Source: an optimization exercise on an open RTL-to-GDS flow (aim: small area, a short achievable clock period and few clock cycles per item). Production flows keep margins and buffers that such runs may drop.
In this exercise RTL edits were held to simulation tests only and were not proved equivalent to the original.

==> module tpaq_mixer, before the edit <==
module tpaq_mixer (
    input  wire         clk,
    input  wire         rst,
    input  wire         in_valid,
    output wire         in_ready,
    input  wire [1:0]   in_op,
    input  wire         in_y,
    input  wire [1:0]   in_sel,
    input  wire [103:0] in_p,
    input  wire [3:0]   in_widx,
    input  wire [31:0]  in_wdata,
    output reg          out_valid,
    output reg  [11:0]  out_pr,
    output reg  [31:0]  out_data
);
    localparam OP_BIT = 2'd0, OP_WRITE = 2'd1, OP_READ = 2'd2, OP_INIT = 2'd3;
    localparam [31:0] W_INIT   = 32'd2048;
    localparam [12:0] LR_BEGIN = 13'd7680;
    localparam [12:0] LR_END   = 13'd1792;
    reg st_idle, st_a, st_b, st_c, st_x;
    reg  [1:0]  cur;                      
    reg  [1:0]  rs;                       
    reg [103:0] pc;                       
    reg  [11:0] prc;                      
    reg  [14:0] d_r;                      
    reg  [19:0] err_r;                    
    reg         errnz_r;                  
    assign in_ready = st_b | st_x;
    wire offer  = (st_idle | st_a) & in_valid;
    wire do_wr  = st_x & in_valid & (in_op == OP_WRITE);
    wire do_ini = rst | (st_x & in_valid & (in_op == OP_INIT));
    wire [255:0] rec_w    [0:3];
    wire [31:0]  rec_skew [0:3];
    wire [12:0]  rec_lr   [0:3];
    wire [255:0] rd_wv   = rec_w[rs];
    wire [31:0]  rd_skew = rec_skew[rs];
    wire [12:0]  rd_lr   = rec_lr[rs];
    wire [11:0] base;
    wire [8:0]  dl;
    tpaq_squash u_squash (.d(d_r), .sq(st_a), .prc(prc), .base(base), .dl(dl));
    wire [15:0] ip_s, ip_c, ip;
    tpaq_interp u_interp (.dl(dl), .w(d_r[6:0]), .s(ip_s), .c(ip_c));
    tpaq_add #(16) u_ipadd (.a(ip_s), .b(ip_c), .ci(1'b0), .s(ip));
    wire [8:0]  q      = ip[15:7];
    wire [11:0] sq_out = base + {3'd0, q};
    wire [26:0] ep_s, ep_c, errp;
    tpaq_errmul u_errmul (.lr(rd_lr), .y(in_y), .base(base), .q(q), .s(ep_s), .c(ep_c));
    tpaq_add #(27) u_epadd (.a(ep_s), .b(ep_c), .ci(1'b0), .s(errp));
    wire [31:0] mul_s [0:7];
    wire [31:0] mul_c [0:7];
    wire [31:0] w_new [0:7];
    genvar k;
    generate
        for (k = 0; k < 8; k = k + 1) begin : g_mul
            wire [31:0] wk = rd_wv[32*k +: 32];
            wire [31:0] a  = st_c ? wk : {{12{err_r[19]}}, err_r};
            tpaq_bmul u_mul (.a(a), .b(pc[13*k +: 13]), .s(mul_s[k]), .c(mul_c[k]));
            wire [31:0] prod;
            tpaq_add #(32, 1) u_padd (.a(mul_s[k]), .b(mul_c[k]), .ci(1'b0), .s(prod));
            tpaq_add #(32, 1) u_wadd (.a(wk), .b({{15{prod[31]}}, prod[31:15]}), .ci(1'b0), .s(w_new[k]));
        end
    endgenerate
    wire [31:0] skew_new = rd_skew + {{12{err_r[19]}}, err_r};
    wire [12:0] lr_new   = (errnz_r && rd_lr > LR_END) ? rd_lr - 13'd1 : rd_lr;
    wire [31:0] sum_s, sum_c;
    tpaq_sum17 u_sum (
        .x0(mul_s[0]), .x1(mul_c[0]), .x2(mul_s[1]), .x3(mul_c[1]),
        .x4(mul_s[2]), .x5(mul_c[2]), .x6(mul_s[3]), .x7(mul_c[3]),
        .x8(mul_s[4]), .x9(mul_c[4]), .x10(mul_s[5]), .x11(mul_c[5]),
        .x12(mul_s[6]), .x13(mul_c[6]), .x14(mul_s[7]), .x15(mul_c[7]),
        .x16(rd_skew), .s(sum_s), .c(sum_c));
    wire [31:0] sum;
    tpaq_add #(32) u_sadd (.a(sum_s), .b(sum_c), .ci(1'b0), .s(sum));
    reg [31:0] bus_w [0:7];
    reg [31:0] bus_skew;
    reg [12:0] bus_lr;
    integer j;
    always @(*) begin
        for (j = 0; j < 8; j = j + 1)
            bus_w[j] = do_ini ? W_INIT : (st_x ? in_wdata : w_new[j]);
        bus_skew = do_ini ? 32'd0 : (st_x ? in_wdata : skew_new);
        bus_lr   = do_ini ? LR_BEGIN : lr_new;
    end
    genvar r;
    generate
        for (r = 0; r < 4; r = r + 1) begin : g_rec
            reg [31:0] w [0:7];
            reg [31:0] skew;
            reg [12:0] lr;
            wire tr_r = st_b & (cur == r);
            wire wr_r = do_wr & (rs == r);
            for (k = 0; k < 8; k = k + 1) begin : g_word
                always @(posedge clk) begin
                    if (do_ini || tr_r || (wr_r && in_widx == k))
                        w[k] <= bus_w[k];
                end
                assign rec_w[r][32*k +: 32] = w[k];
            end
            always @(posedge clk) begin
                if (do_ini || tr_r || (wr_r && in_widx == 4'd8))
                    skew <= bus_skew;
                if (do_ini || tr_r)
                    lr <= bus_lr;
            end
            assign rec_skew[r] = skew;
            assign rec_lr[r]   = lr;
        end
    endgenerate
    reg [31:0] rd_word;
    always @(*) begin
        if (in_widx[3] == 1'b0)
            rd_word = rd_wv[in_widx[2:0]*32 +: 32];
        else if (in_widx == 4'd8)
            rd_word = rd_skew;
        else if (in_widx == 4'd9)
            rd_word = {19'd0, rd_lr};
        else
            rd_word = 32'd0;
    end
    always @(posedge clk) begin
        if (st_a)
            out_pr <= sq_out;
        if (st_x && in_op == OP_READ)
            out_data <= rd_word;
        if (offer && in_op == OP_BIT) begin
            err_r   <= errp[26:7];
            errnz_r <= in_y | (sq_out != 12'd0);
        end
        if (st_c)
            d_r <= sum[31:17];
    end
    always @(posedge clk) begin
        if (rst) begin
            st_idle   <= 1'b1;
            st_a      <= 1'b0;
            st_b      <= 1'b0;
            st_c      <= 1'b0;
            st_x      <= 1'b0;
            out_valid <= 1'b0;
            cur       <= 2'd0;
            rs        <= 2'd0;
            pc        <= 104'd0;
            prc       <= 12'd2048;
        end else begin
            out_valid <= st_a | (st_x & in_valid);
            if (st_a)
                prc <= sq_out;
            st_a <= st_c;
            st_c <= st_b & in_valid;
            st_b <= offer & (in_op == OP_BIT);
            st_x <= offer & (in_op != OP_BIT);
            st_idle <= ((st_idle | st_a) & ~in_valid) | st_x | (st_b & ~in_valid);
            if (offer && in_op != OP_BIT)
                rs <= in_sel;
            if (st_b) begin
                cur <= in_sel;
                rs  <= in_sel;
                pc  <= in_p;
            end
            if (st_x) begin
                if (in_valid && in_op == OP_INIT) begin
                    cur <= 2'd0;
                    rs  <= 2'd0;
                    pc  <= 104'd0;
                    prc <= 12'd2048;
                end else begin
                    rs  <= cur;
                end
            end
        end
    end
endmodule
clock: 17.0 ns
lec_check: 0
cap_margin: 40
core_margin: 2
core_utilization: 50
setup_slack_margin: 5
slew_margin: 40
synth_hierarchical: 1
tns_end_percent: 30
standard.sh (not shown) runs the stock make flow with config.mk's settings and CLKGATE_MAP_FILE= SYNTH_SCRIPT=/design/flow/synth_recipe.tcl, a recipe that flattens the netlist after the stock synthesis.
==> flow/flow/run.sh <==
#!/bin/bash
set -o pipefail
bash standard.sh finish SETUP_SLACK_MARGIN=8 MATCH_CELL_FOOTPRINT=0 > flow_make.log 2>&1
Testbench counts at the start, summed over its fixed seeds: cycles 48,008, items 16,000.
Rerun with:
--- a/flow/design.v
+++ b/flow/design.v
@@ -170,18 +170,13 @@
         else
             rd_word = 32'd0;
     end
     always @(posedge clk) begin
-        if (st_a)
-            out_pr <= sq_out;
-        if (st_x && in_op == OP_READ)
-            out_data <= rd_word;
-        if (offer && in_op == OP_BIT) begin
-            err_r   <= errp[26:7];
-            errnz_r <= in_y | (sq_out != 12'd0);
-        end
-        if (st_c)
-            d_r <= sum[31:17];
+        out_pr   <= sq_out;
+        out_data <= rd_word;
+        err_r    <= errp[26:7];
+        errnz_r  <= in_y | (sq_out != 12'd0);
+        d_r      <= sum[31:17];
     end
     always @(posedge clk) begin
         if (rst) begin
             st_idle   <= 1'b1;
=> The changed run ran to the end with no violations. Synthesized cell count does not change. Setup slack gains 0.096 ns. Area after synthesis is lower by 0.95%. First-iteration DRC count goes down by 8.1%.
Testbench counts after the change, summed over its fixed seeds: cycles 48,008, items 16,000.

separate check: timing with driven ports:
Ports are ideal in the flow. The routed layouts listed here were re-timed in OpenROAD. Step 1 assumes that a clkbuf_16 drives the clock port and a buf_2 every other input. Step 2 adds t to the input delays and takes it off the output delays; t is the mean of the earliest and latest rising clock arrival at the registers after step 1. Input paths then give back, and output paths get back, about the clock's delay inside the block. Three values: no drivers, after step 1, after step 2; two values: the first two.
run | t, ns | setup slack, ns | worst setup path at the end | slew at the worst register clock pin (ns)
the first run | 0.992 | 7.233 / 7.233 / 7.233 | register to register | 0.07 / 0.07
the second run | 1.020 | 7.329 / 7.329 / 7.329 | register to register | 0.08 / 0.08
After both steps setup and hold are still met in every run listed.
